This design comes from an exercise in tuning for small area on the open sky130 flow, not from production work. Only simulation tests tie the RTL to the original design; equivalence was not proved. Power figures rest on the tool's default switching activity, not on a simulated workload.

File: flow/run.sh
#!/bin/bash
# synth_recipe.tcl (not shown) runs the flow's synth.tcl, then flattens the netlist and writes it again
# the make line also repeats each setting of config.mk as NAME=value (left out here)
make -C /OpenROAD-flow-scripts/flow DESIGN_CONFIG=/design/flow/config.mk WORK_HOME=/design/flow/orfs CLKGATE_MAP_FILE= SYNTH_SCRIPT=/design/flow/synth_recipe.tcl finish
File: flow/config.mk
export PLATFORM = sky130hd
export DESIGN_NAME = ring_buffer_ctrl
export DESIGN_NICKNAME = ring_buffer_ctrl
export VERILOG_FILES = /design/flow/design.v
export SDC_FILE = /design/flow/constraint.sdc
export NUM_CORES = 4
export LEC_CHECK = 0
export CAP_MARGIN = 20
export CORE_MARGIN = 2
export CORE_UTILIZATION = 25
export SLEW_MARGIN = 20
File: flow/constraint.sdc
create_clock -name core_clock -period 8.0 [get_ports {clk}]
set_input_delay 1.6000 -clock core_clock [delete_from_list [all_inputs] [get_ports {clk}]]
set_output_delay 1.6000 -clock core_clock [all_outputs]
set_load 0.01 [all_outputs]
File: flow/design.v
module ring_buffer_ctrl (
    input  wire                         clk,
    input  wire                         rst,         
    input  wire                         cmd_valid,
    input  wire [3:0]                   cmd_op,
    input  wire [7:0]                   cmd_data,
    input  wire [7:0]                   cmd_count,   
    output wire                         rsp_valid,
    output reg  [2:0]                   rsp_status,
    output wire [7:0]                   rsp_data,
    output reg  [6:0]                   rsp_value,   
    output wire [511:0]                 rsp_seq,     
    output wire [7:0]                   rsp_len
);
    localparam CAPACITY = 64;
    localparam OP_RESET    = 4'h1;
    localparam OP_PUT      = 4'h2;
    localparam OP_TRY_PUT  = 4'h3;
    localparam OP_GET      = 4'h4;
    localparam OP_PEEK     = 4'h5;
    localparam OP_EMPTY    = 4'h8;
    localparam OP_FULL     = 4'h9;
    localparam OP_SIZE     = 4'hA;
    localparam OP_CAPACITY = 4'hB;
    localparam ST_OK                = 3'd0;
    localparam ST_BUFFER_FULL       = 3'd1;
    localparam ST_BUFFER_EMPTY      = 3'd2;
    localparam ST_INSUFFICIENT_DATA = 3'd3;
    localparam ST_ILLEGAL_CMD       = 3'd4;
    reg [511:0] slots;           
    reg [6:0]   size;            
    wire full     = size[6];
    wire is_empty = (size == 7'd0);
    wire cmd = cmd_valid && !rst;
    wire do_reset = cmd && (cmd_op == OP_RESET);
    wire do_put   = cmd && (cmd_op == OP_PUT);
    wire do_try   = cmd && (cmd_op == OP_TRY_PUT) && !full;
    wire do_get   = cmd && (cmd_op == OP_GET) && !is_empty;
    wire do_write = do_put || do_try;
    wire shift  = do_get || (do_put && full);
    wire append = do_write;
    always @(posedge clk) begin
        if (rst || do_reset)
            size <= 7'd0;
        else if (do_write && !full)
            size <= size + 7'd1;
        else if (do_get)
            size <= size - 7'd1;
    end
    wire [519:0] shifted = {cmd_data, slots};
    genvar j;
    generate
        for (j = 0; j < CAPACITY; j = j + 1) begin : g_slot
            wire wr = append && (size[5:0] == j);
            always @(posedge clk) begin
                if (shift)
                    slots[8*j +: 8] <= shifted[8*(j+1) +: 8];
                else if (wr)
                    slots[8*j +: 8] <= cmd_data;
            end
        end
    endgenerate
    assign rsp_valid = cmd;
    always @(*) begin
        case (cmd_op)
            OP_RESET:    rsp_status = ST_OK;
            OP_PUT:      rsp_status = ST_OK;
            OP_TRY_PUT:  rsp_status = full ? ST_BUFFER_FULL : ST_OK;
            OP_GET:      rsp_status = is_empty ? ST_BUFFER_EMPTY : ST_OK;
            OP_PEEK:     rsp_status = ({1'b0, size} < cmd_count) ? ST_INSUFFICIENT_DATA : ST_OK;
            OP_EMPTY:    rsp_status = ST_OK;
            OP_FULL:     rsp_status = ST_OK;
            OP_SIZE:     rsp_status = ST_OK;
            OP_CAPACITY: rsp_status = ST_OK;
            default:     rsp_status = ST_ILLEGAL_CMD;
        endcase
    end
    always @(*) begin
        case (cmd_op)
            OP_EMPTY:    rsp_value = {6'd0, is_empty};
            OP_FULL:     rsp_value = {6'd0, full};
            OP_SIZE:     rsp_value = size;
            OP_CAPACITY: rsp_value = CAPACITY;
            default:     rsp_value = 7'd0;
        endcase
    end
    assign rsp_data = slots[7:0];
    assign rsp_len  = cmd_count;
    assign rsp_seq  = slots;
endmodule
==> summary.txt, run 1 <==
Timing
  • Tcrit/Tclk final: 67.7%
  • Max Slew Vio Count: 0
  • Slew headroom: 23.5%
  • RSZ-0062 raised after global routing: no
  • Setup TNS: 0 ps
  • Worst Tran Pin Value: 1140 ps
  • Final Hold Vio Count: 0
  • Crit path time final: 5410 ps
  • FMAX: 185 MHz
  • Final setup fails: 0
  • WHS: 545 ps
  • Max Clock Skew: 28.3 ps

Setup path
  • Flop2flop setup slack: 4250 ps
  • RR Startpoint: size[0]
  • Reg2Reg Depth: 6
  • Worst path required time: 6400 ps
  • Critical path class: in -> out
  • Nature of the critical path endpoint: primary output
  • Critical Path Source: cmd_count[5]
  • CP Launch Type: input pin
  • CP endpoint: rsp_status[1]
  • Crit-path max FO: 2
  • Reg-to-reg critical path endpoint: slots[143]
  • WP data arrival: 3810 ps

Floorplan
  • Core area: 86900 um2
  • Number of cell rows: 108
  • DIE WIDTH: 300 um
  • # IOs: 562
  • Starting Density: 25.3%
  • Die ar.: 90200 um2
  • Vert. Die Dim: 300 um

Outcome
  • Status: complete, no violations

Detailed routing
  • Starting DRC count in detailed routing: 1135
  • Total number of vias: 14.6k
  • Routed len/inst: 28.4 um
  • Post-route ant nets: 0
  • WL final: 87700 um
  • DR vias/cell: 4.74
  • DR DRC count: 0
  • DR pass1 iterations: 6

Synth
  • Warnings from Yosys: 1
  • Post-synth EDFFs: 512
  • Biggest area consumer among synthesized cells: edfxtp_1
  • Post-synth top cells: edfxtp_1 (512), a21o_1 (506), buf_6 (96), o21ai_1 (55)
  • Cells after Synth: 1374
  • Top cells by area, synth: edfxtp_1 (70%), a21o_1 (17%), buf_6 (4.9%)
  • Library cell with the highest instance count after synthesis: edfxtp_1
  • FFs w/ async S/R, synth: 0%
  • Top cell type's share of synthesized area: 70.0%
  • Post-synth design cell area: 22000 um2
  • Top_reg_cell synth: edfxtp_1
  • Flops & latches, synth: 519
  • Syn Nets: 1410
  • Sequential share of the synthesized area: 70.7%
  • Avg Inst Size Synth: 16.0 um2
  • Synth cell types: 45

Power and ir drop
  • Sw Ratio: 21.8%
  • Internal power: 4750 uW
  • PD cells: 203 nW/um2
  • Psw: 1330 uW
  • Static leakage: 0.0121 uW
  • Clock power frac: 45.7%
  • Flop pwr share: 49.6%
  • Combinational power share: 4.7%
  • Peak supply drop: 145 uV

Global routing
  • Largest net degree at the start of global routing: 154
  • First-pass GRT wire length: 119000 um
  • Vias in the first global route: 14.9k
  • All-Layer GR Usage: 18.7%
  • Remaining Overflow, GRT: 0
  • Initial antenna violation count: 5

Layout
  • Fillers: 8389
  • Finished Cell Area: 29800 um2
  • NumNets Final: 1915
  • Share of layout cells above drive strength 1: 6.90%
  • Area grow syn2layout: 36.0%

Clock network
  • TritonCTS clock tree: built
  • Cts repair resizes: 0
  • Post-CTS Setup Inserts: 0
  • Clk sinks: 519
  • Bufs on Longest Clock Path: 3
  • Num CTS Buffers: 61
  • Clock Latency Late Sink: 630 ps
  • # H-tree levels: 2
  • CTS root buf: clkbuf_16
  • CTS Hold Buffers Added: 0
  • Worst-path clk slew: 60 ps

Placed design
  • # port buffers: 561
  • GP Congestion: 0.871
  • DP Area: 27900 um2
  • Hpwl dp: 63200 um

Min path
  • Hold crit path type: reg -> reg

Flow run
  • Total of max-cap violations: 0
## per-layer routing
metal	share of wire, %	up-vias	global-route usage (%)
li1	-	6262	-
met1	41	7482	24.1
met2	47	748	30.3
met3	9.2	122	5.81
met4	2.7	0	5.25
met5	0	-	0
## through the flow
stage          worst slack [ps]  cells  utilization [%]  total power, uW
3_3_place_gp               2610   2970             32.1             3350
6_report                   2590   3083             34.4             6070
4_1_cts                    2640   3081             34.3             6140
2_1_floorplan              3770   1374                -             3260
3_5_place_dp               2640   2970             32.1             3360
5_1_grt                    2560   3082             34.4             6250
## cell type report
type                            count  area [um2]  share of cell area, %
Sequential cell                   519       15500                   52.0
Timing Repair Buffer              584        5830                   19.5
Multi-Input combinational cell    703        5050                   16.9
Clock buffer                       72        1570                   5.25
Tap cell                         1155        1450                   4.84
Clock inverter                     39         404                   1.35
Inverter                           10        37.5                  0.126
Antenna cell                        1        2.50                0.00838
## power by group through the flow
stage	logic, uW	clock network (uW)	registers (uW)
floorplan	197	0	3070
global placement	278	0	3070
detailed placement	286	0	3070
CTS	289	2840	3010
global route	310	2930	3010
finish	284	2780	3010
## logic make-up (layout without fill, tap and decap cells)
group / after synthesis / after routing / share of synthesized area, %
AOI/OAI and AO/OA: 596 / 596 / 19.7
DFF: 519 / 519 / 70.7
xor gates and xnor gates: 5 / 5 / 0.199
buffers and inverters: 152 / 705 / 6.55
adders and majority gates: 13 / 13 / 0.775
other: 0 / 1 / 0
muxes: 4 / 4 / 0.182
and+or+nand+nor: 85 / 85 / 1.96
## worst min path at each step
stage	to	cells after the start	slack (ps)	start
after global routing	slots[464]	1	560	slots[472]
final	slots[85]	1	540	slots[93]
after floorplan	size[5]	2	530	size[5]
after CTS	slots[464]	1	550	slots[472]
after detailed placement	slots[131]	1	530	slots[139]
after global placement	slots[406]	1	530	slots[414]
## state kept, by name, summed over array words and instances (netlist names)
register,count
size,7
slots,512
## worst max-delay path, stage by stage
cell and delay [ps]:
clkdlybuf4s50_1 480, inv_1 50, ha_1 300, a21o_1 180, a21oi_1 150, o2111ai_1 120
a21oi_1 220, o21bai_1 150, clkdlybuf4s50_1 550
## placed cells by master (no fill, tap or decap), types with 11 or more instances in the layout
cell type	count
clkinv_1	11
ha_1	12
edfxtp_1	512
clkdlybuf4s50_1	561
buf_4	20
nand2_1	22
o21ai_1	59
nor2_1	24
clkbuf_1	11
a21o_1	506
clkbuf_16	61
==> inputs of run 2 (changes only) <==
--- a/flow/config.mk
+++ b/flow/config.mk
@@ -6,6 +6,7 @@
 export NUM_CORES = 4
 export LEC_CHECK = 0
+export ABC_AREA = 1
 export CAP_MARGIN = 20
 export CORE_MARGIN = 2
-export CORE_UTILIZATION = 25
+export CORE_UTILIZATION = 55
 export SLEW_MARGIN = 20
==> summary.txt, run 2 <==
Outcome
  • Status: complete, no violations

Layout
  • Biggest register: slots
  • Fillers: 2809 (-67%)
  • Most common cell after layout, fill and taps aside: clkdlybuf4s50_1
  • Most frequent cells in the layout: clkdlybuf4s50_1 (561), inv_1 (533), edfxtp_1 (512), o21ai_0 (458), o21ai_1 (86)
  • Top flop regs: slots (512), size (7)
  • Footprint of the multi-input gates: 3910 um2 (-23%)
  • Share of layout cells above drive strength 1: 6.56% (-0.34 points)
  • NumNets Final: 2466 (+29%)
  • Seq. cell area: 15500 um2 (unchanged)
  • Area grow syn2layout: 32.3%
  • Largest register FFs: 512 (unchanged)
  • Diodes inserted: 0 (-1)
  • Fin util: 74.1% (+40 points)

Setup path
  • Cell mode on critical path: clkdlybuf4s50_1
  • CP Cell Sequence: clkdlybuf4s50_1 -> inv_1 -> ha_1 -> a21oi_1 -> nor2_1 -> a211oi_1 -> nand2_1 -> o21ai_0 -> clkdlybuf4s50_1
  • Worst path slowest cell: clkdlybuf4s50_1
  • Worst path bufs/invs: 3 (unchanged)
  • Cell family with most CP delay: buffers and inverters
  • Crit-path max FO: 2 (unchanged)
  • CP max stage delay: 570 ps (+20 ps)
  • Critical path class: in -> out
  • WP data arrival: 3570 ps (-240 ps)
  • Nature of the critical path endpoint: primary output
  • CP Launch Type: input pin
  • Worst path required time: 6400 ps (about the same)

Power and ir drop
  • Peak supply drop: 156 uV (+7.7%)
  • Static leakage: 0.0118 uW (-2.6%)
  • PD cells: 185 nW/um2 (-9.0%)

Detailed routing
  • Total number of vias: 16.6k (+14%)
  • WL final: 72700 um (-17%)
  • Starting DRC count in detailed routing: 1465 (+29%)
  • DR pass1 iterations: 6 (unchanged)
  • DR vias/cell: 5.55 (+17%)
  • DR DRC count: 0 (unchanged)
  • Post-route ant nets: 0 (unchanged)
  • Routed len/inst: 24.3 um (-15%)

Timing
  • Final setup fails: 0 (unchanged)
  • WHS: 603 ps (+58.3 ps)
  • Max Slew Vio Count: 0 (unchanged)
  • Slew headroom: 27.7% (+4.2 points)
  • Final Hold Vio Count: 0 (unchanged)
  • Tcrit/Tclk final: 64.6% (-3.0 points)
  • RSZ-0062 raised after global routing: no
  • Max Clock Skew: 28.9 ps (+0.641 ps)
  • Crit path time final: 5170 ps (-242 ps)
  • Worst Tran Pin Value: 1080 ps (-62.4 ps)
  • Setup TNS: 0 ps (unchanged)
  • FMAX: 193 MHz (+4.7%)

Flow run
  • Total of max-cap violations: 0 (unchanged)

Synth
  • Sequential share of the synthesized area: 69.4% (-1.3 points)
  • Biggest area consumer among synthesized cells: edfxtp_1
  • Flops & latches, synth: 519 (unchanged)
  • Top cell type's share of synthesized area: 68.8% (-1.3 points)
  • Top_reg_cell synth: edfxtp_1
  • Top cells by area, synth: edfxtp_1 (69%), o21ai_0 (11%), inv_1 (8.9%)
  • Syn Nets: 1943 (+38%)
  • Post-synth design cell area: 22400 um2 (+1.8%)
  • Avg Inst Size Synth: 11.7 um2 (-27%)
  • Post-synth EDFFs: 512 (unchanged)
  • FFs w/ async S/R, synth: 0% (unchanged)
  • Synth cell types: 34 (-24%)
  • Post-synth top cells: inv_1 (533), edfxtp_1 (512), o21ai_0 (484), o21ai_1 (60), nand2_1 (45)
  • Warnings from Yosys: 1 (unchanged)
  • Library cell with the highest instance count after synthesis: inv_1
  • Cells after Synth: 1907 (+39%)

Floorplan
  • # IOs: 562 (unchanged)
  • Die ar.: 42300 um2 (-53%)
  • DIE WIDTH: 206 um (-32%)
  • Core area: 39900 um2 (-54%)
  • Vert. Die Dim: 206 um (-32%)
  • Number of cell rows: 73 (-32%)
  • Starting Density: 56.0% (+31 points)

Clock network
  • Num CTS Buffers: 50 (-18%)
  • TritonCTS clock tree: built
  • Clock Latency Late Sink: 590 ps (-40 ps)
  • Cts repair resizes: 0 (unchanged)
  • CTS root buf: clkbuf_16
  • # H-tree levels: 2 (unchanged)
  • Post-CTS Setup Inserts: 0 (unchanged)
  • Worst-path clk slew: 60 ps (about the same)
  • Bufs on Longest Clock Path: 3 (unchanged)
  • CTS Hold Buffers Added: 0 (unchanged)
  • Clk sinks: 519 (unchanged)

Global routing
  • First-pass GRT wire length: 104000 um (-13%)
  • Remaining Overflow, GRT: 0 (unchanged)
  • All-Layer GR Usage: 34.1% (+15 points)
  • Initial antenna violation count: 0 (-5)
  • Largest net degree at the start of global routing: 154 (unchanged)
  • Vias in the first global route: 15.6k (+5.0%)

Placed design
  • GP Congestion: 0.910 (+4.5%)
  • # port buffers: 561 (unchanged)
  • Hpwl dp: 51100 um (-19%)

Min path
  • Hold crit path type: reg -> reg
[run 2: changes by cell type after synthesis, sizes merged, moves of 10 or more]
cell / before / now
nor2: 25 / 35
buf: 134 / 84
nand2: 22 / 56
clkbuf: 8 / 49
and2: 13 / 0
a21o: 506 / 0
o21ai: 68 / 573
inv: 10 / 535
[run 2: area by class of cell]
class                   count  area share, %
flip-flops and latches    519           52.5
repair buffers            604           20.2
multi-input cells         720           13.2
inverters                 535           6.80
clock buffers              62           4.38
well taps                 525           2.22
clock inverters            29          0.757
[run 2: final timing paths]
path	start	end	slack, ps	cells past startpoint
worst max-delay path	cmd_count[5]	rsp_status[0]	2830	9
worst min-delay path	slots[368]	slots[360]	600	2
worst max register to register	size[4]	slots[219]	4330	10
worst min register to register	slots[368]	slots[360]	600	2
[run 2: cells by family (layout without fill, tap and decap cells)]
group	count (synthesis)	after routing	synth area share (%)
buf+inv	668	1230	13.2
simple gates	114	114	2.68
fa+ha+maj	13	13	0.761
xor+xnor	3	3	0.118
compound gates	590	590	13.8
flops	519	519	69.4
[run 2: worst register-to-register path, stage by stage, from the launching register on]
cell,delay (ps)
dfxtp_1,380
inv_1,170
nand2_2,270
nor2_1,200
nand2_2,110
nand2_2,100
o21a_4,490
buf_12,510
buf_4,710
o21ai_0,240
buf_4,250
[run 2: where the power goes]
part           internal [uW]  leakage [uW]  switching (uW)
clock network           1250      0.000756            1010
registers               3000       0.00466            8.36
logic                   71.0       0.00637             140
total                   4320        0.0118            1160
[run 2: metrics by stage]
| stage | worst slack (ps) | instances | power, uW | area (um2) |
|---|---|---|---|---|
| floorplan | 3940 | 1907 | 3200 | 22400 |
| global placement | 2870 | 2902 | 3260 | 28000 |
| detailed placement | 2850 | 2902 | 3270 | 28000 |
| CTS | 2840 | 2993 | 5490 | 29600 |
| global route | 2670 | 2994 | 5600 | 29600 |
| finish | 2830 | 2994 | 5480 | 29600 |
[run 2: metal layers]
metal / wire [um] / GRT usage [%] / vias up
met5: 0 / 0 / -
met2: 35000 / 55.6 / 979
li1: - / - / 7346
met3: 8240 / 8.79 / 137
met4: 2420 / 11.7 / 0
met1: 27100 / 44.5 / 8150
==> inputs of run 3 (changes only) <==
--- a/flow/design.v
+++ b/flow/design.v
@@ -52,11 +52,14 @@
     generate
         for (j = 0; j < CAPACITY; j = j + 1) begin : g_slot
-            wire wr = append && (size[5:0] == j);
-            always @(posedge clk) begin
-                if (shift)
-                    slots[8*j +: 8] <= shifted[8*(j+1) +: 8];
-                else if (wr)
-                    slots[8*j +: 8] <= cmd_data;
-            end
+            wire wr   = append && !shift && (size[5:0] == j);
+            wire hold = !shift && !wr;
+            wire [7:0] nxt;
+            slot_next u_next (
+                .hold(hold), .shift(shift), .wr(wr),
+                .q(slots[8*j +: 8]), .up(shifted[8*(j+1) +: 8]), .data(cmd_data),
+                .nxt(nxt)
+            );
+            always @(posedge clk)
+                slots[8*j +: 8] <= nxt;
         end
     endgenerate
@@ -89,2 +92,13 @@
     assign rsp_seq  = slots;
 endmodule
+module slot_next (
+    input  wire       hold,
+    input  wire       shift,
+    input  wire       wr,
+    input  wire [7:0] q,
+    input  wire [7:0] up,
+    input  wire [7:0] data,
+    output wire [7:0] nxt
+);
+    assign nxt = ({8{hold}} & q) | ({8{shift}} & up) | ({8{wr}} & data);
+endmodule
==> flow/flow/run.sh (new file) <==
#!/bin/bash
# Standard ORFS layout; only the cell used to buffer the ports changes
# (sky130_fd_sc_hd__buf_1 instead of the default pick).
set -euo pipefail
bash standard.sh "BUFFER_PORTS_ARGS=-buffer_cell sky130_fd_sc_hd__buf_1" finish > make_finish.log 2>&1
==> flow/standard.sh (new file) <==
#!/bin/bash
# synth_recipe.tcl (not shown) runs the flow's synth.tcl, then flattens the netlist and writes it again
# the make line also repeats each setting of config.mk as NAME=value (left out here)
make -C /OpenROAD-flow-scripts/flow DESIGN_CONFIG=/design/flow/config.mk WORK_HOME=/design/flow/orfs CLKGATE_MAP_FILE= SYNTH_SCRIPT=/design/flow/synth_recipe.tcl "${@:-finish}"
--- a/flow/config.mk
+++ b/flow/config.mk
@@ -6,7 +6,9 @@
 export NUM_CORES = 4
 export LEC_CHECK = 0
-export ABC_AREA = 1
 export CAP_MARGIN = 20
 export CORE_MARGIN = 2
-export CORE_UTILIZATION = 55
+export CORE_UTILIZATION = 25
+export CTS_BUF_LIST = sky130_fd_sc_hd__clkbuf_4
 export SLEW_MARGIN = 20
+export SYNTH_HIERARCHICAL = 1
+export SYNTH_MINIMUM_KEEP_SIZE = 0
removed: flow/run.sh
==> summary.txt, run 3 <==
Power and ir drop
  • Psw: 1390 uW (+19%)
  • Flop pwr share: 49.0% (-5.9 points)
  • Combinational power share: 4.8% (+0.9 points)
  • Sw Ratio: 25.4% (+4.2 points)
  • Clock power frac: 46.3% (+5.0 points)
  • Peak supply drop: 98.3 uV (-37%)
  • PD cells: 225 nW/um2 (+21%)
  • Static leakage: 0.0123 uW (+4.8%)
  • Internal power: 4080 uW (-5.5%)
  • Pwr Total: 5470 uW (-0.19%)

Timing
  • Max Slew Vio Count: 0 (unchanged)
  • Setup TNS: 0 ps (unchanged)
  • Tcrit/Tclk final: 64.3% (-0.31 points)
  • Max Clock Skew: 52.6 ps (+23.6 ps)
  • Crit path time final: 5150 ps (-25.0 ps)
  • WHS: 457 ps (-146 ps)
  • Final Hold Vio Count: 0 (unchanged)
  • RSZ-0062 raised after global routing: no
  • Slew headroom: 23.6% (-4.1 points)
  • Final setup fails: 0 (unchanged)
  • FMAX: 194 MHz (+0.49%)
  • Worst Tran Pin Value: 1150 ps (+68.5 ps)

Setup path
  • Reg-to-reg critical path endpoint: slots[442]
  • Cell family with most CP delay: buffers and inverters
  • Flop2flop setup slack: 4290 ps (-40 ps)
  • CP Launch Type: input pin
  • CP max stage delay: 490 ps (-80 ps)
  • Worst path required time: 6400 ps (about the same)
  • RR Startpoint: size[2]
  • Levels on crit path: 9 (unchanged)
  • Critical path class: in -> out
  • Reg2Reg Depth: 6 (-4)
  • CP Cell Sequence: buf_1 -> inv_1 -> ha_1 -> a21o_1 -> a21oi_1 -> o2111ai_1 -> a21oi_1 -> o21bai_1 -> buf_1
  • Nature of the critical path endpoint: primary output
  • WP data arrival: 3550 ps (-20 ps)
  • Worst path slowest cell: buf_1
  • Crit-path max FO: 2 (unchanged)
  • Worst path bufs/invs: 3 (unchanged)

Global routing
  • First-pass GRT wire length: 116000 um (+12%)
  • All-Layer GR Usage: 18.7% (-15 points)
  • Initial antenna violation count: 6 (+6)
  • Largest net degree at the start of global routing: 153 (-0.65%)
  • Remaining Overflow, GRT: 0 (unchanged)
  • Vias in the first global route: 17.9k (+14%)

Synth
  • Top cell type's share of synthesized area: 52.6% (-16 points)
  • Post-synth design cell area: 19700 um2 (-12%)
  • Cells after Synth: 1965 (+3.0%)
  • Library cell with the highest instance count after synthesis: inv_1
  • Warnings from Yosys: 7 (+6)
  • Post-synth top cells: inv_1 (525), dfxtp_1 (519), a222oi_1 (512), nor2_1 (139), clkbuf_2 (128)
  • Flops & latches, synth: 519 (unchanged)
  • Sequential share of the synthesized area: 52.6% (-17 points)
  • Synth cell types: 48 (+41%)
  • Biggest area consumer among synthesized cells: dfxtp_1
  • Top_reg_cell synth: dfxtp_1
  • Syn Nets: 2001 (+3.0%)
  • FFs w/ async S/R, synth: 0% (unchanged)
  • Top cells by area, synth: dfxtp_1 (53%), a222oi_1 (26%), inv_1 (10%)
  • Post-synth EDFFs: 0 (-100%)
  • Avg Inst Size Synth: 10.0 um2 (-14%)

Clock network
  • CTS root buf: clkbuf_4
  • Bufs on Longest Clock Path: 3 (unchanged)
  • TritonCTS clock tree: built
  • Clk sinks: 519 (unchanged)
  • Worst-path clk slew: 60 ps (about the same)
  • # H-tree levels: 4 (+2)
  • Clock Latency Late Sink: 920 ps (+330 ps)
  • Num CTS Buffers: 146 (+190%)
  • Cts repair resizes: 0 (unchanged)
  • CTS Hold Buffers Added: 0 (unchanged)
  • Post-CTS Setup Inserts: 0 (unchanged)

Detailed routing
  • DR vias/cell: 5.29 (-4.6%)
  • Routed len/inst: 22.0 um (-9.4%)
  • WL final: 80800 um (+11%)
  • Starting DRC count in detailed routing: 3647 (+150%)
  • Post-route ant nets: 0 (unchanged)
  • DR DRC count: 0 (unchanged)
  • Total number of vias: 19.5k (+17%)
  • DR pass1 iterations: 11 (+5)

Floorplan
  • Number of cell rows: 103 (+41%)
  • # IOs: 562 (unchanged)
  • Vert. Die Dim: 285 um (+39%)
  • Core area: 78600 um2 (+97%)
  • DIE WIDTH: 285 um (+39%)
  • Starting Density: 25.1% (-31 points)
  • Die ar.: 81200 um2 (+92%)

Min path
  • Hold Crit Depth: 2 (unchanged)
  • Min-delay src: slots[78]
  • Hold crit path type: reg -> reg
  • Worst Hold End: slots[70]

Outcome
  • Status: complete, no violations

Layout
  • NumNets Final: 2558 (+3.7%)
  • Finished Cell Area: 24300 um2 (-18%)
  • Area grow syn2layout: 23.3%
  • Top flop regs: slots (512), size (7)
  • Final std cells w/o fill: 3677 (+23%)
  • Most frequent cells in the layout: buf_1 (553), inv_1 (525), dfxtp_1 (519), a222oi_1 (512), clkbuf_4 (225)
  • Fillers: 8336 (+200%)
  • Largest register FFs: 512 (unchanged)
  • Biggest register: slots
  • Share of layout cells above drive strength 1: 10.4% (+3.8 points)
  • Most common cell after layout, fill and taps aside: buf_1

Placed design
  • # port buffers: 561 (unchanged)
  • Inst Count DP: 3424 (+18%)
  • Hpwl dp: 55500 um (+8.7%)
  • GP Congestion: 0.872 (-4.2%)
  • DP Area: 22400 um2 (-20%)

Flow run
  • Total of max-cap violations: 0 (unchanged)
run 3: cell types whose count changed in the layout (fill, tap and decap cells not counted), sizes merged, moves of 7 or more:
cell	previous run	this run
a222oi	0	512
buf	42	563
clkbuf	63	225
clkdlybuf4s50	561	0
dfxtp	7	519
edfxtp	512	0
inv	535	528
nand2	56	13
nand4	10	2
nor2	35	149
o21ai	573	3
run 3: kinds of logic after synthesis:
kind of cell               Yosys count  synth area share [%]
DFF                                519                  52.6
adders and majority gates           13                 0.862
AOI/OAI and AO/OA                  539                  26.9
and+or+nand+nor                    200                  4.77
xor gates and xnor gates             4                 0.177
buffers and inverters              687                  14.5
muxes                                3                 0.152
run 3: routing by layer:
metal	wire length, um	vias to the layer above	share of wire, %	global-route usage, %
met5	42	-	0.052	0
met4	2760	6	3.4	8.38
met3	8000	175	9.9	5.80
met2	38000	1133	47	30.0
met1	32000	9421	40	23.1
li1	-	8733	-	-
run 3: cell type report:
class | instances | area [um2] | area share (%)
diodes | 4 | 10.0 | 0.0411
clock buffers | 217 | 1630 | 6.69
clock inverters | 32 | 277 | 1.14
inverters | 525 | 1970 | 8.10
multi-input cells | 759 | 6500 | 26.7
flip-flops and latches | 519 | 10400 | 42.7
well taps | 1050 | 1310 | 5.40
repair buffers | 571 | 2250 | 9.24
run 3: power by group through the flow:
stage | Clock, uW | Sequential (uW) | Combinational [uW]
6_report | 2530 | 2680 | 260
5_1_grt | 2760 | 2680 | 281
4_1_cts | 2620 | 2670 | 259
3_5_place_dp | 0 | 2730 | 259
3_3_place_gp | 0 | 2730 | 256
2_1_floorplan | 0 | 2730 | 128
run 3: how the worst max path moves through the flow:
stage,startpoint,to,slack (ps)
floorplan,cmd_op[1],slots[14],2870
global placement,cmd_op[1],slots[398],2660
detailed placement,cmd_op[1],slots[398],2580
CTS,cmd_count[5],rsp_status[1],2910
global route,cmd_count[5],rsp_status[1],2670
finish,cmd_count[5],rsp_status[1],2850
run 3: per-stage QoR:
stage / utilization, % / setup WS (ps)
after floorplan: - / 2870
after global placement: 28.5 / 2660
after detailed placement: 28.5 / 2580
after CTS: 31.0 / 2910
after global routing: 31.0 / 2670
final: 31.0 / 2850
run 3: worst min-delay path, stage by stage (launching register included):
cell and delay [ps]:
dfxtp_1 350, a222oi_1 80, inv_1 50
run 3: modules after synthesis (local to each module, per instance):
module	copies in the design	area (um2)	cells inside	flip-flops and latches
ring_buffer_ctrl	1	12100	813	519
slot_next	64	120	18	0
==> inputs of run 4 (changes only) <==
--- a/flow/config.mk
+++ b/flow/config.mk
@@ -9,5 +9,4 @@
 export CORE_MARGIN = 2
 export CORE_UTILIZATION = 25
-export CTS_BUF_LIST = sky130_fd_sc_hd__clkbuf_4
 export SLEW_MARGIN = 20
 export SYNTH_HIERARCHICAL = 1
==> summary.txt, run 4 <==
Placed design
  • # port buffers: 561 (unchanged)
  • GP Congestion: 0.872 (unchanged)
  • Hpwl dp: 55500 um (unchanged)
  • Worst slack at placement: 2580 ps (unchanged)

Layout
  • Fillers: 8246 (-1.1%)
  • NumNets Final: 2467 (-3.6%)
  • Fin util: 30.9% (-0.11 points)
  • Most common cell after layout, fill and taps aside: buf_1
  • Largest register FFs: 512 (unchanged)
  • Top flop regs: slots (512), size (7)
  • Most frequent cells in the layout: buf_1 (553), inv_1 (525), dfxtp_1 (519), a222oi_1 (512), nor2_1 (138)
  • Area grow syn2layout: 22.9%
  • Biggest register: slots
  • Share of layout cells above drive strength 1: 4.98% (-5.4 points)

Clock network
  • # H-tree levels: 2 (-2)
  • Num CTS Buffers: 55 (-62%)
  • Clk sinks: 519 (unchanged)
  • CTS root buf: clkbuf_16
  • Bufs on Longest Clock Path: 3 (unchanged)
  • TritonCTS clock tree: built
  • Cts repair resizes: 0 (unchanged)
  • Clock Latency Late Sink: 610 ps (-310 ps)
  • Post-CTS Setup Inserts: 0 (unchanged)
  • Worst-path clk slew: 60 ps (about the same)
  • CTS Hold Buffers Added: 0 (unchanged)

Floorplan
  • # IOs: 562 (unchanged)
  • Vert. Die Dim: 285 um (unchanged)
  • Number of cell rows: 103 (unchanged)
  • Die ar.: 81200 um2 (unchanged)
  • Starting Density: 25.1% (unchanged)
  • Core area: 78600 um2 (unchanged)
  • DIE WIDTH: 285 um (unchanged)

Flow run
  • Total of max-cap violations: 0 (unchanged)

Timing
  • Final setup fails: 0 (unchanged)
  • WHS: 501 ps (+44.4 ps)
  • Final Hold Vio Count: 0 (unchanged)
  • Worst Tran Pin Value: 1150 ps (+6.25 ps)
  • Slew headroom: 23.1% (-0.42 points)
  • Max Slew Vio Count: 0 (unchanged)
  • RSZ-0062 raised after global routing: no
  • Setup ws final: 2860 ps (+1.33 ps)
  • Setup TNS: 0 ps (unchanged)
  • Tcrit/Tclk final: 64.3% (about the same)
  • Max Clock Skew: 13.5 ps (-39.1 ps)
  • Crit path time final: 5140 ps (-1.33 ps)
  • FMAX: 194 MHz (about the same)

Setup path
  • RR Startpoint: size[3]
  • Critical path class: in -> out
  • Nature of the critical path endpoint: primary output
  • WP data arrival: 3540 ps (about the same)
  • Worst path required time: 6400 ps (about the same)
  • Critical Path Source: cmd_count[5]
  • CP Launch Type: input pin
  • Crit-path max FO: 2 (unchanged)

Synth
  • Avg Inst Size Synth: 10.0 um2 (unchanged)
  • Synth cell types: 48 (unchanged)
  • Syn Nets: 2001 (unchanged)
  • Post-synth design cell area: 19700 um2 (unchanged)
  • Post-synth EDFFs: 0 (unchanged)
  • Top_reg_cell synth: dfxtp_1
  • Sequential share of the synthesized area: 52.6% (unchanged)
  • Post-synth top cells: inv_1 (525), dfxtp_1 (519), a222oi_1 (512), nor2_1 (139), clkbuf_2 (128)
  • FFs w/ async S/R, synth: 0% (unchanged)
  • Flops & latches, synth: 519 (unchanged)
  • Top cells by area, synth: dfxtp_1 (53%), a222oi_1 (26%), inv_1 (10%)
  • Warnings from Yosys: 7 (unchanged)
  • Biggest area consumer among synthesized cells: dfxtp_1
  • Cells after Synth: 1965 (unchanged)
  • Library cell with the highest instance count after synthesis: inv_1
  • Top cell type's share of synthesized area: 52.6% (unchanged)

Detailed routing
  • Post-route ant nets: 0 (unchanged)
  • WL final: 80500 um (-0.44%)
  • DR vias/cell: 5.34 (+0.88%)
  • DR pass1 iterations: 15 (+4)
  • Total number of vias: 18.8k (-3.3%)
  • DR DRC count: 0 (unchanged)
  • Routed len/inst: 22.8 um (+3.9%)
  • Starting DRC count in detailed routing: 3695 (+1.3%)

Power and ir drop
  • Combinational power share: 4.7% (about the same)
  • Peak supply drop: 187 uV (+90%)
  • Internal power: 4230 uW (+3.6%)
  • Psw: 1320 uW (-5.1%)
  • Flop pwr share: 48.3% (-0.7 points)
  • Clock power frac: 47.1% (+0.8 points)
  • Static leakage: 0.0121 uW (-1.8%)
  • Sw Ratio: 23.7% (-1.6 points)
  • PD cells: 229 nW/um2 (+1.8%)

Global routing
  • Vias in the first global route: 17.1k (-4.1%)
  • Remaining Overflow, GRT: 0 (unchanged)
  • First-pass GRT wire length: 115000 um (-1.3%)
  • Initial antenna violation count: 5 (-1)
  • Largest net degree at the start of global routing: 153 (unchanged)
  • All-Layer GR Usage: 18.3% (-0.38 points)

Min path
  • Hold crit path type: reg -> reg
  • Min-delay src: slots[70]

Outcome
  • Status: complete, no violations
## run 4: per-layer routing
metal | track usage [%] | wire length [um] | vias up
met1 | 23.2 | 32400 | 9208
met4 | 7.04 | 2540 | 4
met5 | 0 | 29 | -
met2 | 30.0 | 38100 | 1042
li1 | - | - | 8448
met3 | 4.61 | 7420 | 126
## run 4: logic make-up after synthesis
| kind of cell | share of synthesized area, % |
|---|---|
| DFF | 52.6 |
| and+or+nand+nor | 4.77 |
| AOI/OAI and AO/OA | 26.9 |
| muxes | 0.152 |
| buffers and inverters | 14.5 |
| xor gates and xnor gates | 0.177 |
| adders and majority gates | 0.862 |
## run 4: power groups by stage
stage                     combinational (uW)  sequential (uW)  clock [uW]
final                                    260             2680        2610
after global routing                     281             2680        2770
after CTS                                259             2670        2670
after detailed placement                 259             2730           0
after global placement                   256             2730           0
after floorplan                          128             2730           0
## run 4: worst paths after layout
path                    to  slack, ps  depth (start not counted)
min              slots[62]        500                          2
max          rsp_status[1]       2860                          9
max reg2reg     slots[348]       4400                          8
min reg2reg      slots[62]        500                          2
## run 4: layout make-up
cell class | instances | area, um2 | share of cell area, %
clock inverters | 15 | 170 | 0.701
well taps | 1050 | 1310 | 5.42
repair buffers | 571 | 2250 | 9.27
clock buffers | 83 | 1650 | 6.82
diodes | 3 | 7.51 | 0.0309
flip-flops and latches | 519 | 10400 | 42.8
multi-input cells | 759 | 6500 | 26.8
inverters | 525 | 1970 | 8.12
## run 4: worst max-delay path: stages
cell	delay (ps)
buf_1	250
inv_1	80
ha_1	320
a21o_1	160
a21oi_1	140
o2111ai_1	110
a21oi_1	260
o21bai_1	160
buf_1	460
## run 4: stage by stage
stage          instance area (um2)  power (uW)  std cells
2_1_floorplan                19700        2860       1965
3_3_place_gp                 22400        2990       3424
3_5_place_dp                 22400        2990       3424
4_1_cts                      24300        5600       3522
5_1_grt                      24300        5720       3523
6_report                     24300        5540       3525
## run 4: modules after synthesis (local to each module, per instance)
module            flip-flops and latches  times used
ring_buffer_ctrl                     519           1
slot_next                              0          64
==> inputs of run 5 (changes only) <==
--- a/flow/design.v
+++ b/flow/design.v
@@ -48,10 +48,12 @@
             size <= size - 7'd1;
     end
-    wire [519:0] shifted = {cmd_data, slots};
+    wire clr  = rst || do_reset;
+    wire hold = !shift && !clr;
+    wire [7:0] top = cmd_op[2] ? 8'd0 : cmd_data;    
+    wire [519:0] shifted = {top, slots};
     genvar j;
     generate
         for (j = 0; j < CAPACITY; j = j + 1) begin : g_slot
-            wire wr   = append && !shift && (size[5:0] == j);
-            wire hold = !shift && !wr;
+            wire wr   = append && !full && (size[5:0] == j);
             wire [7:0] nxt;
             slot_next u_next (
==> flow/flow/run.sh (replaced) <==
#!/bin/bash
# Standard ORFS layout with two changes:
#  - the ports are buffered with sky130_fd_sc_hd__buf_1;
#  - clock tree synthesis clusters more sinks per leaf buffer and inserts
#    no dummy loads.
set -euo pipefail
CTS="-sink_clustering_enable -repair_clock_nets -dont_use_dummy_load"
CTS="$CTS -sink_clustering_size 30 -sink_clustering_max_diameter 100"
CTS="$CTS -buf_list sky130_fd_sc_hd__clkbuf_16"
bash standard.sh \
    "BUFFER_PORTS_ARGS=-buffer_cell sky130_fd_sc_hd__buf_1" \
    "CTS_ARGS=$CTS" \
    finish > make_finish.log 2>&1
--- a/flow/config.mk
+++ b/flow/config.mk
@@ -8,5 +8,5 @@
 export CAP_MARGIN = 20
 export CORE_MARGIN = 2
-export CORE_UTILIZATION = 25
+export CORE_UTILIZATION = 55
 export SLEW_MARGIN = 20
 export SYNTH_HIERARCHICAL = 1
==> summary.txt, run 5 <==
Floorplan
  • # IOs: 562 (unchanged)
  • Starting Density: 55.6% (+30 points)
  • Core area: 41800 um2 (-47%)
  • Vert. Die Dim: 209 um (-27%)
  • Number of cell rows: 75 (-27%)
  • Die ar.: 43800 um2 (-46%)
  • DIE WIDTH: 209 um (-27%)

Layout
  • Top flop regs: slots (512), size (7)
  • Share of layout cells above drive strength 1: 2.02% (-3.0 points)
  • Most common cell after layout, fill and taps aside: buf_1
  • Diodes inserted: 0 (-3)
  • Biggest register: slots
  • Most frequent cells in the layout: buf_1 (553), inv_1 (521), dfxtp_1 (519), a222oi_1 (512), nor2_1 (83)
  • Finished Cell Area: 22000 um2 (-9.2%)
  • Largest register FFs: 512 (unchanged)
  • Area grow syn2layout: -5.05%
  • NumNets Final: 2366 (-4.1%)

Detailed routing
  • DR DRC count: 0 (unchanged)
  • Post-route ant nets: 0 (unchanged)
  • DR vias/cell: 6.33 (+19%)
  • Starting DRC count in detailed routing: 3996 (+8.1%)
  • Total number of vias: 18.2k (-3.5%)
  • DR pass1 iterations: 17 (+2)
  • Routed len/inst: 24.8 um (+8.5%)
  • WL final: 71100 um (-12%)

Clock network
  • Cts repair resizes: 0 (unchanged)
  • Post-CTS Setup Inserts: 0 (unchanged)
  • # H-tree levels: 1 (-1)
  • CTS root buf: clkbuf_16
  • Clk sinks: 519 (unchanged)
  • Num CTS Buffers: 21 (-62%)
  • Clock Latency Late Sink: 580 ps (-30 ps)
  • CTS Hold Buffers Added: 0 (unchanged)
  • TritonCTS clock tree: built
  • Worst-path clk slew: 110 ps (+50 ps)
  • Bufs on Longest Clock Path: 3 (unchanged)

Synth
  • Warnings from Yosys: 7 (unchanged)
  • Library cell with the highest instance count after synthesis: buf_4
  • Top cell type's share of synthesized area: 44.8% (-7.8 points)
  • Cells after Synth: 2407 (+22%)
  • Post-synth EDFFs: 0 (unchanged)
  • Post-synth top cells: buf_4 (528), inv_1 (521), dfxtp_1 (519), a222oi_1 (512), clkbuf_2 (128)
  • Top_reg_cell synth: dfxtp_1
  • FFs w/ async S/R, synth: 0% (unchanged)
  • Avg Inst Size Synth: 9.64 um2 (-4.1%)
  • Sequential share of the synthesized area: 44.8% (-7.8 points)
  • Flops & latches, synth: 519 (unchanged)
  • Biggest area consumer among synthesized cells: dfxtp_1
  • Synth cell types: 42 (-13%)
  • Syn Nets: 2442 (+22%)
  • Post-synth design cell area: 23200 um2 (+17%)
  • Top cells by area, synth: dfxtp_1 (45%), a222oi_1 (22%), buf_4 (17%)

Setup path
  • CP Cell Sequence: buf_1 -> inv_1 -> ha_1 -> a21o_1 -> a211o_1 -> a21oi_1 -> a21o_1 -> buf_1
  • Worst path bufs/invs: 3 (unchanged)
  • WP data arrival: 2990 ps (-550 ps)
  • Worst path slowest cell: a211o_1
  • Crit-path max FO: 2 (unchanged)
  • Cell family with most CP delay: compound AO/OA/AOI/OAI gates
  • CP max stage delay: 300 ps (-160 ps)
  • Worst path required time: 6400 ps (about the same)
  • Critical path class: in -> out
  • Nature of the critical path endpoint: primary output
  • CP Launch Type: input pin

Timing
  • Worst Tran Pin Value: 1080 ps (-71.7 ps)
  • Slew headroom: 27.9% (+4.8 points)
  • FMAX: 218 MHz (+12%)
  • Max Slew Vio Count: 0 (unchanged)
  • Final setup fails: 0 (unchanged)
  • Crit path time final: 4590 ps (-556 ps)
  • RSZ-0062 raised after global routing: no
  • Final Hold Vio Count: 0 (unchanged)
  • Setup TNS: 0 ps (unchanged)
  • Max Clock Skew: 54.0 ps (+40.6 ps)
  • Tcrit/Tclk final: 57.3% (-7.0 points)

Power and ir drop
  • Flop pwr share: 64.4% (+16 points)
  • Clock power frac: 31.5% (-16 points)
  • Internal power: 3090 uW (-27%)
  • Static leakage: 0.0114 uW (-6.1%)
  • Peak supply drop: 140 uV (-25%)
  • PD cells: 183 nW/um2 (-20%)
  • Sw Ratio: 23.1% (-0.65 points)
  • Psw: 929 uW (-29%)
  • Combinational power share: 4.1% (-0.6 points)

Global routing
  • Remaining Overflow, GRT: 0 (unchanged)
  • Vias in the first global route: 16.3k (-4.6%)
  • All-Layer GR Usage: 30.1% (+12 points)
  • First-pass GRT wire length: 103000 um (-10%)
  • Largest net degree at the start of global routing: 227 (+48%)
  • Initial antenna violation count: 0 (-5)

Placed design
  • Hpwl dp: 47200 um (-15%)
  • # port buffers: 561 (unchanged)
  • GP Congestion: 0.885 (+1.5%)
  • DP Area: 21500 um2 (-4.2%)

Min path
  • Hold crit path type: reg -> reg

Flow run
  • Total of max-cap violations: 0 (unchanged)

Outcome
  • Status: complete, no violations
run 5: changes by cell type after synthesis, moves of 4 or more:
| cell | delta |
|---|---|
| clkbuf_1 | +5 |
| buf_4 | +510 |
| nor2b_1 | +9 |
| inv_1 | -4 |
| buf_2 | -4 |
| nor2_4 | -10 |
| a21oi_1 | -5 |
| nor2_1 | -54 |
run 5: layer usage:
layer | global-route usage [%] | vias up | part of all wire [%] | wire length (um)
met5 | 0 | - | 0 | 0
met4 | 9.61 | 0 | 3.4 | 2440
met3 | 7.65 | 107 | 11 | 7760
met2 | 48.7 | 1006 | 46 | 32900
met1 | 39.6 | 8961 | 39 | 28000
li1 | - | 8091 | - | -
run 5: kinds of logic (layout without fill, tap and decap cells):
| logic type | count (synthesis) | after routing | share of synthesized area [%] |
|---|---|---|---|
| and+or+nand+nor | 136 | 136 | 2.64 |
| muxes | 5 | 5 | 0.216 |
| adders and majority gates | 12 | 12 | 0.680 |
| buffers and inverters | 1191 | 1113 | 28.6 |
| AOI/OAI and AO/OA | 539 | 539 | 22.9 |
| DFF | 519 | 519 | 44.8 |
| xor gates and xnor gates | 5 | 5 | 0.189 |
run 5: cell type report:
cell class	count	area (um2)
Sequential cell	519	10400
Tap cell	539	674
Inverter	521	1960
Fill cell	3982	19700
Multi-Input combinational cell	697	6200
Clock buffer	21	526
Timing Repair Buffer	571	2280
run 5: metrics by stage:
stage | std cells | setup slack [ps] | hold slack, ps | power, uW | util, %
detailed placement | 2847 | 2830 | 480 | 2810 | 51.5
global route | 2868 | 3280 | 481 | 4150 | 52.7
CTS | 2868 | 3410 | 479 | 4050 | 52.7
floorplan | 2407 | -277 | 460 | 2720 | -
finish | 2868 | 3410 | 481 | 4020 | 52.7
global placement | 2847 | 2940 | 477 | 2810 | 51.5
run 5: path summary, 6_finish.rpt:
check                    start             to  slack, ps  cells past startpoint
setup / recovery  cmd_count[1]  rsp_status[1]       3410                      8
hold / removal      slots[469]     slots[461]        480                      2
setup reg to reg       size[0]      slots[20]       4250                      7
hold reg to reg     slots[469]     slots[461]        480                      2
run 5: per-module statistics from Yosys (local to each module, per instance):
module | flip-flops and latches | times used | cells
slot_next | 0 | 64 | 18
ring_buffer_ctrl | 519 | 1 | 1255
run 5: power by group through the flow:
stage               logic, uW  registers [uW]  clock network [uW]
floorplan                77.5            2650                   0
global placement          160            2650                   0
detailed placement        162            2650                   0
CTS                       162            2590                1300
global route              175            2590                1380
finish                    165            2590                1270
run 5: worst reg2reg max path, stage by stage (launching register included):
cell      delay (ps)
dfxtp_1          510
or4_1            830
o211ai_2         350
o21ai_4          120
nor2_4           720
buf_12           590
a222oi_1         420
inv_1            110
==> inputs of run 6 (changes only) <==
--- a/flow/config.mk
+++ b/flow/config.mk
@@ -8,5 +8,5 @@
 export CAP_MARGIN = 20
 export CORE_MARGIN = 2
-export CORE_UTILIZATION = 55
+export CORE_UTILIZATION = 25
 export SLEW_MARGIN = 20
 export SYNTH_HIERARCHICAL = 1
==> summary.txt, run 6 <==
Outcome
  • Status: complete, no violations

Timing
  • RSZ-0062 raised after global routing: no
  • Max Slew Vio Count: 0 (unchanged)
  • Worst Tran Pin Value: 1160 ps (+76.4 ps)
  • Slew headroom: 22.8% (-5.1 points)
  • Crit path time final: 4720 ps (+128 ps)
  • FMAX: 212 MHz (-2.7%)
  • Setup ws final: 3280 ps (-128 ps)
  • Max Clock Skew: 55.7 ps (+1.66 ps)
  • Final setup fails: 0 (unchanged)
  • Tcrit/Tclk final: 58.9% (+1.6 points)
  • Final Hold Vio Count: 0 (unchanged)

Setup path
  • Cell family with most CP delay: compound AO/OA/AOI/OAI gates
  • Crit-path max FO: 2 (unchanged)
  • Worst path required time: 6400 ps (about the same)
  • Worst path bufs/invs: 3 (unchanged)
  • CP Cell Sequence: buf_1 -> inv_1 -> ha_1 -> a21o_1 -> a211o_1 -> a21oi_1 -> a41o_1 -> buf_1
  • Flop2flop setup slack: 4170 ps (-80 ps)
  • Reg-to-reg critical path endpoint: slots[284]
  • Nature of the critical path endpoint: primary output
  • RR Startpoint: size[0]
  • WP data arrival: 3120 ps (+130 ps)
  • Critical path class: in -> out
  • Worst path slowest cell: ha_1
  • Reg2Reg Depth: 8 (+1)
  • CP max stage delay: 300 ps (about the same)
  • CP Launch Type: input pin
  • Cell mode on critical path: buf_1

Floorplan
  • # IOs: 562 (unchanged)
  • DIE WIDTH: 309 um (+47%)
  • Starting Density: 25.3% (-30 points)
  • Die ar.: 95200 um2 (+120%)
  • Number of cell rows: 111 (+48%)
  • Vert. Die Dim: 309 um (+47%)
  • Core area: 91800 um2 (+120%)

Synth
  • Warnings from Yosys: 7 (unchanged)
  • Post-synth design cell area: 23200 um2 (unchanged)
  • Biggest area consumer among synthesized cells: dfxtp_1
  • Post-synth EDFFs: 0 (unchanged)
  • Top_reg_cell synth: dfxtp_1
  • Sequential share of the synthesized area: 44.8% (unchanged)
  • Syn Nets: 2442 (unchanged)
  • Flops & latches, synth: 519 (unchanged)
  • Library cell with the highest instance count after synthesis: buf_4
  • Post-synth top cells: buf_4 (528), inv_1 (521), dfxtp_1 (519), a222oi_1 (512), clkbuf_2 (128)
  • FFs w/ async S/R, synth: 0% (unchanged)
  • Top cells by area, synth: dfxtp_1 (45%), a222oi_1 (22%), buf_4 (17%)
  • Cells after Synth: 2407 (unchanged)
  • Synth cell types: 42 (unchanged)
  • Top cell type's share of synthesized area: 44.8% (unchanged)
  • Avg Inst Size Synth: 9.64 um2 (unchanged)

Min path
  • Worst Hold End: slots[91]
  • Hold crit path type: reg -> reg
  • Hold Crit Depth: 2 (unchanged)
  • Min-delay src: slots[99]

Detailed routing
  • DR vias/cell: 5.14 (-19%)
  • Starting DRC count in detailed routing: 3786 (-5.3%)
  • DR pass1 iterations: 15 (-2)
  • Total number of vias: 18.4k (+1.5%)
  • DR DRC count: 0 (unchanged)
  • WL final: 86500 um (+22%)
  • Post-route ant nets: 0 (unchanged)
  • Routed len/inst: 24.1 um (-2.8%)

Clock network
  • Post-CTS Setup Inserts: 0 (unchanged)
  • CTS root buf: clkbuf_16
  • Clk sinks: 519 (unchanged)
  • Num CTS Buffers: 24 (+14%)
  • # H-tree levels: 1 (unchanged)
  • CTS Hold Buffers Added: 0 (unchanged)
  • Clock Latency Late Sink: 600 ps (+20 ps)
  • Bufs on Longest Clock Path: 3 (unchanged)
  • Worst-path clk slew: 110 ps (about the same)
  • Cts repair resizes: 0 (unchanged)
  • TritonCTS clock tree: built

Placed design
  • Hpwl dp: 61300 um (+30%)
  • DP Area: 22500 um2 (+4.6%)
  • Worst slack at placement: 3100 ps (+275 ps)
  • GP Congestion: 0.796 (-10%)
  • # port buffers: 561 (unchanged)
  • Inst Count DP: 3564 (+25%)

Layout
  • Fin util: 25.1% (-28 points)
  • Share of layout cells above drive strength 1: 2.69% (+0.67 points)
  • Final std cells w/o fill: 3590 (+25%)
  • NumNets Final: 2382 (+0.68%)
  • Top flop regs: slots (512), size (7)
  • Most common cell after layout, fill and taps aside: buf_1
  • Largest register FFs: 512 (unchanged)
  • Finished Cell Area: 23100 um2 (+4.8%)
  • Fillers: 9944 (+150%)
  • Biggest register: slots
  • Most frequent cells in the layout: buf_1 (553), inv_1 (521), dfxtp_1 (519), a222oi_1 (512), nor2_1 (83)
  • Area grow syn2layout: -0.502%

Power and ir drop
  • Peak supply drop: 157 uV (+12%)
  • PD cells: 180 nW/um2 (-1.5%)
  • Pwr Total: 4150 uW (+3.2%)
  • Static leakage: 0.0115 uW (+0.89%)

Global routing
  • Remaining Overflow, GRT: 0 (unchanged)
  • Largest net degree at the start of global routing: 208 (-8.4%)
  • All-Layer GR Usage: 16.7% (-13 points)
  • First-pass GRT wire length: 119000 um (+15%)
  • Initial antenna violation count: 1 (+1)
  • Vias in the first global route: 16.2k (-0.72%)

Flow run
  • Total of max-cap violations: 0 (unchanged)
## run 6: cell counts after synthesis
Identical to the previous run, type by type.
## run 6: power breakdown
| part | internal (uW) | switching [uW] |
|---|---|---|
| clock | 538 | 842 |
| sequential | 2590 | 4.68 |
| combinational | 33.7 | 147 |
| total | 3160 | 994 |
## run 6: final cells by class
cell class                 count  area [um2]  area share, %
sequential                   519       10400           45.0
multi-input combinational    697        6200           26.9
timing repair buffer         584        2370           10.3
inverter                     521        1960           8.47
tap                         1243        1560           6.74
clock buffer                  24         601           2.60
antenna                        2        5.00         0.0217
## run 6: stage by stage
step,setup TNS [ps],hold WS (ps)
after floorplan,-61450,460
after global placement,0,469
after detailed placement,0,482
after CTS,0,462
after global routing,0,493
final,0,475
## run 6: worst register-to-register path, cell delays in order, from the launching register on
cell	delay (ps)
dfxtp_1	460
or4_1	880
o211ai_2	360
o21ai_4	80
buf_4	330
nor2_4	390
buf_12	490
a222oi_1	680
inv_1	100
## run 6: layer usage
| metal | track usage (%) | routed length (um) |
|---|---|---|
| met1 | 22.7 | 36500 |
| met2 | 27.4 | 40900 |
| met3 | 3.10 | 7230 |
| met4 | 3.71 | 1800 |
| met5 | 0 | 0 |
## run 6: worst max-delay path by stage
stage	startpoint	end	slack (ps)	cells past startpoint
CTS	size[0]	rsp_value[0]	3220	6
finish	cmd_count[1]	rsp_status[0]	3280	8
global route	cmd_count[1]	rsp_status[0]	3190	8
detailed placement	cmd_op[2]	slots[331]	3100	10
floorplan	rst	slots[0]	-280	6
global placement	cmd_op[2]	slots[397]	3160	10
## run 6: per-module statistics from Yosys (local to each module, per instance)
| module | times used | flip-flops and latches | cells | area, um2 |
|---|---|---|---|---|
| slot_next | 64 | 0 | 18 | 120 |
| ring_buffer_ctrl | 1 | 519 | 1255 | 15500 |
## run 6: cells by family (layout without fill, tap and decap cells)
logic type	after synthesis	in the layout	synth area share, %
muxes	5	5	0.216
adders and majority gates	12	12	0.680
buffers and inverters	1191	1129	28.6
DFF	519	519	44.8
and+or+nand+nor	136	136	2.64
xor gates and xnor gates	5	5	0.189
other	0	2	0
AOI/OAI and AO/OA	539	539	22.9
==> inputs of run 7 (changes only) <==
--- a/flow/config.mk
+++ b/flow/config.mk
@@ -6,8 +6,8 @@
 export NUM_CORES = 4
 export LEC_CHECK = 0
-export CAP_MARGIN = 20
+export CAP_MARGIN = 0
 export CORE_MARGIN = 2
-export CORE_UTILIZATION = 25
-export SLEW_MARGIN = 20
+export CORE_UTILIZATION = 40
+export SLEW_MARGIN = 0
 export SYNTH_HIERARCHICAL = 1
 export SYNTH_MINIMUM_KEEP_SIZE = 0
==> summary.txt, run 7 <==
Outcome
  • Status: complete, no violations

Clock network
  • Num CTS Buffers: 23 (-4.2%)
  • CTS Hold Buffers Added: 0 (unchanged)
  • # H-tree levels: 1 (unchanged)
  • TritonCTS clock tree: built
  • Worst-path clk slew: 110 ps (about the same)
  • Bufs on Longest Clock Path: 3 (unchanged)
  • Post-CTS Setup Inserts: 0 (unchanged)
  • Clock Latency Late Sink: 600 ps (about the same)
  • Clk sinks: 519 (unchanged)
  • CTS root buf: clkbuf_16
  • Cts repair resizes: 0 (unchanged)

Setup path
  • Cell family with most CP delay: buffers and inverters
  • CP max stage delay: 320 ps (+20 ps)
  • Crit-path max FO: 6 (+4)
  • Reg-to-reg critical path endpoint: slots[504]
  • Reg2Reg Depth: 7 (-1)
  • CP Cell Sequence: buf_1 -> inv_1 -> nor2_1 -> o2111ai_1 -> a21oi_1 -> a41o_1 -> buf_1
  • Nature of the critical path endpoint: primary output
  • Worst path bufs/invs: 3 (unchanged)
  • Flop2flop setup slack: 3980 ps (-190 ps)
  • Cell mode on critical path: buf_1
  • Worst path slowest cell: buf_1
  • WP data arrival: 3240 ps (+120 ps)
  • Critical path class: in -> out
  • Worst path required time: 6400 ps (about the same)
  • RR Startpoint: size[0]
  • CP Launch Type: input pin

Timing
  • FMAX: 207 MHz (-2.6%)
  • Final setup fails: 0 (unchanged)
  • Tcrit/Tclk final: 60.5% (+1.6 points)
  • Worst Tran Pin Value: 1290 ps (+135 ps)
  • Max Clock Skew: 46.5 ps (-9.17 ps)
  • RSZ-0062 raised after global routing: no
  • Slew headroom: 13.8% (-9.0 points)
  • Final Hold Vio Count: 0 (unchanged)
  • Crit path time final: 4840 ps (+125 ps)
  • Setup TNS: 0 ps (unchanged)
  • Max Slew Vio Count: 0 (unchanged)

Global routing
  • Vias in the first global route: 16.4k (+1.4%)
  • All-Layer GR Usage: 23.2% (+6.5 points)
  • Remaining Overflow, GRT: 0 (unchanged)
  • First-pass GRT wire length: 108000 um (-9.2%)
  • Initial antenna violation count: 2 (+1)
  • Largest net degree at the start of global routing: 254 (+22%)

Synth
  • Flops & latches, synth: 519 (unchanged)
  • Sequential share of the synthesized area: 44.8% (unchanged)
  • Avg Inst Size Synth: 9.64 um2 (unchanged)
  • Synth cell types: 42 (unchanged)
  • Cells after Synth: 2407 (unchanged)
  • Top cell type's share of synthesized area: 44.8% (unchanged)
  • Post-synth EDFFs: 0 (unchanged)
  • Top cells by area, synth: dfxtp_1 (45%), a222oi_1 (22%), buf_4 (17%)
  • Library cell with the highest instance count after synthesis: buf_4
  • Post-synth design cell area: 23200 um2 (unchanged)
  • Post-synth top cells: buf_4 (528), inv_1 (521), dfxtp_1 (519), a222oi_1 (512), clkbuf_2 (128)
  • Biggest area consumer among synthesized cells: dfxtp_1
  • Warnings from Yosys: 7 (unchanged)
  • FFs w/ async S/R, synth: 0% (unchanged)
  • Syn Nets: 2442 (unchanged)
  • Top_reg_cell synth: dfxtp_1

Placed design
  • DP Area: 21800 um2 (-3.2%)
  • GP Congestion: 0.902 (+13%)
  • # port buffers: 561 (unchanged)
  • Hpwl dp: 50600 um (-17%)

Power and ir drop
  • Static leakage: 0.0114 uW (-0.77%)
  • PD cells: 184 nW/um2 (+2.0%)
  • Pwr Total: 4100 uW (-1.3%)
  • Peak supply drop: 135 uV (-14%)

Layout
  • Most common cell after layout, fill and taps aside: buf_1
  • Fin util: 38.9% (+14 points)
  • NumNets Final: 2367 (-0.63%)
  • Biggest register: slots
  • Seq. cell area: 10400 um2 (unchanged)
  • Share of layout cells above drive strength 1: 2.02% (-0.67 points)
  • Fillers: 5866 (-41%)
  • Top flop regs: slots (512), size (7)
  • Area grow syn2layout: -3.73%
  • Most frequent cells in the layout: buf_1 (553), inv_1 (521), dfxtp_1 (519), a222oi_1 (512), nor2_1 (84)
  • Largest register FFs: 512 (unchanged)
  • Footprint of the multi-input gates: 6200 um2 (about the same)
  • Finished Cell Area: 22300 um2 (-3.2%)

Flow run
  • Total of max-cap violations: 0 (unchanged)

Min path
  • Hold crit path type: reg -> reg
  • Hold Crit Depth: 2 (unchanged)
  • Min-delay src: slots[78]
  • Worst Hold End: slots[70]

Detailed routing
  • Routed len/inst: 24.3 um (+0.92%)
  • Total number of vias: 18.3k (-0.82%)
  • DR DRC count: 0 (unchanged)
  • WL final: 75300 um (-13%)
  • DR vias/cell: 5.90 (+15%)
  • Starting DRC count in detailed routing: 3589 (-5.2%)
  • Post-route ant nets: 0 (unchanged)
  • DR pass1 iterations: 12 (-3)

Floorplan
  • DIE WIDTH: 245 um (-21%)
  • # IOs: 562 (unchanged)
  • Die ar.: 59900 um2 (-37%)
  • Number of cell rows: 88 (-21%)
  • Vert. Die Dim: 245 um (-21%)
  • Starting Density: 40.4% (+15 points)
  • Core area: 57500 um2 (-37%)
==> run 7: cell counts after synthesis <==
No cell type changed its count.
==> run 7: worst max path at each step <==
stage / endpoint / depth (start not counted) / slack, ps / from
CTS: rsp_status[1] / 4 / 3180 / cmd_op[2]
detailed placement: slots[322] / 8 / 2870 / cmd_op[2]
global placement: slots[346] / 8 / 3020 / cmd_op[2]
floorplan: slots[0] / 6 / -280 / rst
global route: rsp_status[0] / 7 / 2990 / cmd_op[0]
finish: rsp_status[0] / 7 / 3160 / cmd_op[0]
==> run 7: kinds of logic (layout without fill, tap and decap cells) <==
logic type	count (synthesis)	after routing	synth area share, %
other	0	3	0
AND/OR/NAND/NOR	136	136	2.64
buffers and inverters	1191	1114	28.6
XOR/XNOR	5	5	0.189
flip-flops	519	519	44.8
multiplexers	5	5	0.216
adder cells (fa/ha/maj)	12	12	0.680
AO/OA/AOI/OAI	539	539	22.9
==> run 7: final cells by class <==
class,count,share of cell area [%]
Sequential cell,519,46.5
Multi-Input combinational cell,697,27.8
Timing Repair Buffer,570,10.1
Clock buffer,23,2.58
Inverter,521,8.76
Antenna cell,3,0.0336
Tap cell,765,4.29
==> run 7: per-layer routing <==
layer | wire length (um) | global-route usage, % | vias up
met5 | 0 | 0 | -
met4 | 1920 | 6.22 | 0
met3 | 7970 | 5.40 | 95
met2 | 35800 | 38.7 | 1021
met1 | 29600 | 30.0 | 9055
li1 | - | - | 8113
==> run 7: tightest hold or removal path: cells and delay by family (launching register included) <==
kind | cells | cell delay [ps]
flops | 1 | 350
compound gates | 1 | 70
buf+inv | 1 | 50
==> run 7: through the flow <==
step           instances  hold WS (ps)  setup WS, ps
2_1_floorplan       2407           460          -277
3_3_place_gp        3072           476          3020
3_5_place_dp        3072           479          2870
4_1_cts             3095           471          3180
5_1_grt             3097           499          2990
6_report            3098           467          3160
==> run 7: Yosys stat by module (local to each module, per instance) <==
module | flops+latches | cell area [um2]
slot_next | 0 | 120
ring_buffer_ctrl | 519 | 15500
==> run 7: report_power, final <==
| group | switching (uW) | internal [uW] |
|---|---|---|
| clock network | 822 | 518 |
| registers | 4.59 | 2580 |
| logic | 139 | 29.6 |
| total | 966 | 3130 |
==> inputs of run 8 (changes only) <==
--- a/flow/flow/run.sh
+++ b/flow/flow/run.sh
@@ -6,6 +6,6 @@
 set -euo pipefail
 CTS="-sink_clustering_enable -repair_clock_nets -dont_use_dummy_load"
-CTS="$CTS -sink_clustering_size 30 -sink_clustering_max_diameter 100"
-CTS="$CTS -buf_list sky130_fd_sc_hd__clkbuf_16"
+CTS="$CTS -sink_clustering_size 16 -sink_clustering_max_diameter 100"
+CTS="$CTS -buf_list sky130_fd_sc_hd__clkbuf_8"
 bash standard.sh \
     "BUFFER_PORTS_ARGS=-buffer_cell sky130_fd_sc_hd__buf_1" \
--- a/flow/config.mk
+++ b/flow/config.mk
@@ -8,6 +8,6 @@
 export CAP_MARGIN = 0
 export CORE_MARGIN = 2
-export CORE_UTILIZATION = 40
-export SLEW_MARGIN = 0
+export CORE_UTILIZATION = 55
+export SLEW_MARGIN = 10
 export SYNTH_HIERARCHICAL = 1
 export SYNTH_MINIMUM_KEEP_SIZE = 0
==> summary.txt, run 8 <==
Placed design
  • DP Area: 21500 um2 (-1.2%)
  • GP Congestion: 0.885 (-1.9%)
  • # port buffers: 561 (unchanged)

Clock network
  • TritonCTS clock tree: built
  • Worst-path clk slew: 100 ps (about the same)
  • Bufs on Longest Clock Path: 3 (unchanged)
  • Cts repair resizes: 0 (unchanged)
  • # H-tree levels: 2 (+1)

Layout
  • Most common cell after layout, fill and taps aside: buf_1
  • Fillers: 4014 (-32%)
  • Biggest register: slots
  • NumNets Final: 2383 (+0.68%)
  • Fin util: 52.7% (+14 points)
  • Top flop regs: slots (512), size (7)
  • Area grow syn2layout: -5.09%
  • Largest register FFs: 512 (unchanged)
  • Share of layout cells above drive strength 1: 2.69% (+0.67 points)
  • Seq. cell area: 10400 um2 (unchanged)

Floorplan
  • Vert. Die Dim: 209 um (-14%)
  • Core area: 41800 um2 (-27%)
  • DIE WIDTH: 209 um (-14%)
  • Starting Density: 55.6% (+15 points)

Power and ir drop
  • Sw Ratio: 24.0% (+0.40 points)
  • Combinational power share: 4.1% (about the same)
  • Internal power: 3040 uW (-2.8%)
  • PD cells: 182 nW/um2 (-0.88%)

Timing
  • Final setup fails: 0 (unchanged)
  • Slew headroom: 21.2% (+7.4 points)
  • Setup ws final: 3380 ps (+221 ps)
  • Max Clock Skew: 41.6 ps (-4.87 ps)
  • Tcrit/Tclk final: 57.7% (-2.8 points)
  • Worst Tran Pin Value: 1180 ps (-115 ps)

Detailed routing
  • Routed len/inst: 24.9 um (+2.4%)
  • WL final: 71900 um (-4.6%)

Synth
  • Top cell type's share of synthesized area: 44.8% (unchanged)
  • Sequential share of the synthesized area: 44.8% (unchanged)
  • Post-synth design cell area: 23200 um2 (unchanged)
  • Syn Nets: 2442 (unchanged)
  • Cells after Synth: 2407 (unchanged)
  • Avg Inst Size Synth: 9.64 um2 (unchanged)
  • Biggest area consumer among synthesized cells: dfxtp_1
  • Post-synth EDFFs: 0 (unchanged)

Outcome
  • Status: complete, no violations

Setup path
  • Flop2flop setup slack: 4250 ps (+270 ps)
  • Worst path required time: 8540 ps (+2140 ps)
  • Critical path class: in -> reg
  • RR Startpoint: size[0]

Global routing
  • M2 GR Usage: 48.9% (+10 points)
  • Largest net degree at the start of global routing: 227 (-11%)
[run 8: final cells by class]
type | instances | share of cell area [%]
sequential | 519 | 47.2
multi-input combinational | 697 | 28.2
timing repair buffer | 571 | 10.3
inverter | 521 | 8.88
tap | 539 | 3.06
clock buffer | 38 | 2.38
[run 8: routing by layer]
| metal | wire [um] | vias to the layer above |
|---|---|---|
| met5 | 0 | - |
| met4 | 2610 | 0 |
| met3 | 8110 | 119 |
| met2 | 32900 | 1026 |
| met1 | 28200 | 8937 |
| li1 | - | 8110 |
[run 8: power by group through the flow]
stage | registers, uW | clock network [uW] | logic, uW
floorplan | 2650 | 0 | 77.5
global placement | 2650 | 0 | 160
detailed placement | 2650 | 0 | 162
CTS | 2590 | 1290 | 162
global route | 2590 | 1370 | 175
finish | 2590 | 1250 | 166
[run 8: Yosys stat by module (local to each module, per instance)]
module	cells	cell area (um2)	flip-flops and latches	copies in the design
ring_buffer_ctrl	1255	15500	519	1
slot_next	18	120	0	64
[run 8: worst max-delay path by stage]
stage / end / depth (start not counted)
after floorplan: slots[0] / 6
after CTS: rsp_status[0] / 8
after global routing: slots[336] / 8
final: slots[320] / 8
after detailed placement: slots[276] / 8
after global placement: slots[245] / 8
[run 8: cells by family after synthesis]
kind of cell | count (synthesis) | share of synthesized area, %
compound gates | 539 | 22.9
xor+xnor | 5 | 0.189
fa+ha+maj | 12 | 0.680
buf+inv | 1191 | 28.6
flops | 519 | 44.8
mux | 5 | 0.216
simple gates | 136 | 2.64
[run 8: critical path, cell delays in order]
cell	delay, ps
buf_1	440
nor4b_1	550
o211ai_2	240
o21ai_4	150
buf_12	700
buf_4	1030
a222oi_1	240
inv_1	110
[run 8: per-stage QoR]
stage,TNS (ps),total power (uW)
final,0,4010
after global routing,0,4140
after CTS,0,4040
after detailed placement,0,2810
after global placement,0,2810
after floorplan,-61450,2720

separate check: timing with driven ports:
In the flow no input, the clock included, has a driving cell. The finished layouts below were timed again as built, in two steps. Step 1: set_driving_cell puts a clkbuf_16 on clk and a buf_2 on each other input, an assumption about the parent block. Step 2 also shifts input and output timing later by t, the mid clock arrival at the registers, as if the neighbouring blocks saw the same clock. Three values: ideal ports, drivers, drivers and shift; two values: the first two.
run	t, ns	slack for setup (ns)
run 1	0.667	2.587 / 2.561 / 2.561
run 2	0.637	2.830 / 2.803 / 2.803
run 3	0.945	2.855 / 2.828 / 2.560
run 4	0.663	2.856 / 2.829 / 2.567
run 5	0.617	3.412 / 3.380 / 3.029
run 6	0.636	3.285 / 3.227 / 2.869
run 7	0.629	3.159 / 3.117 / 2.674
run 8	0.657	3.380 / 3.379 / 2.740
After both steps every run listed still meets setup and hold.
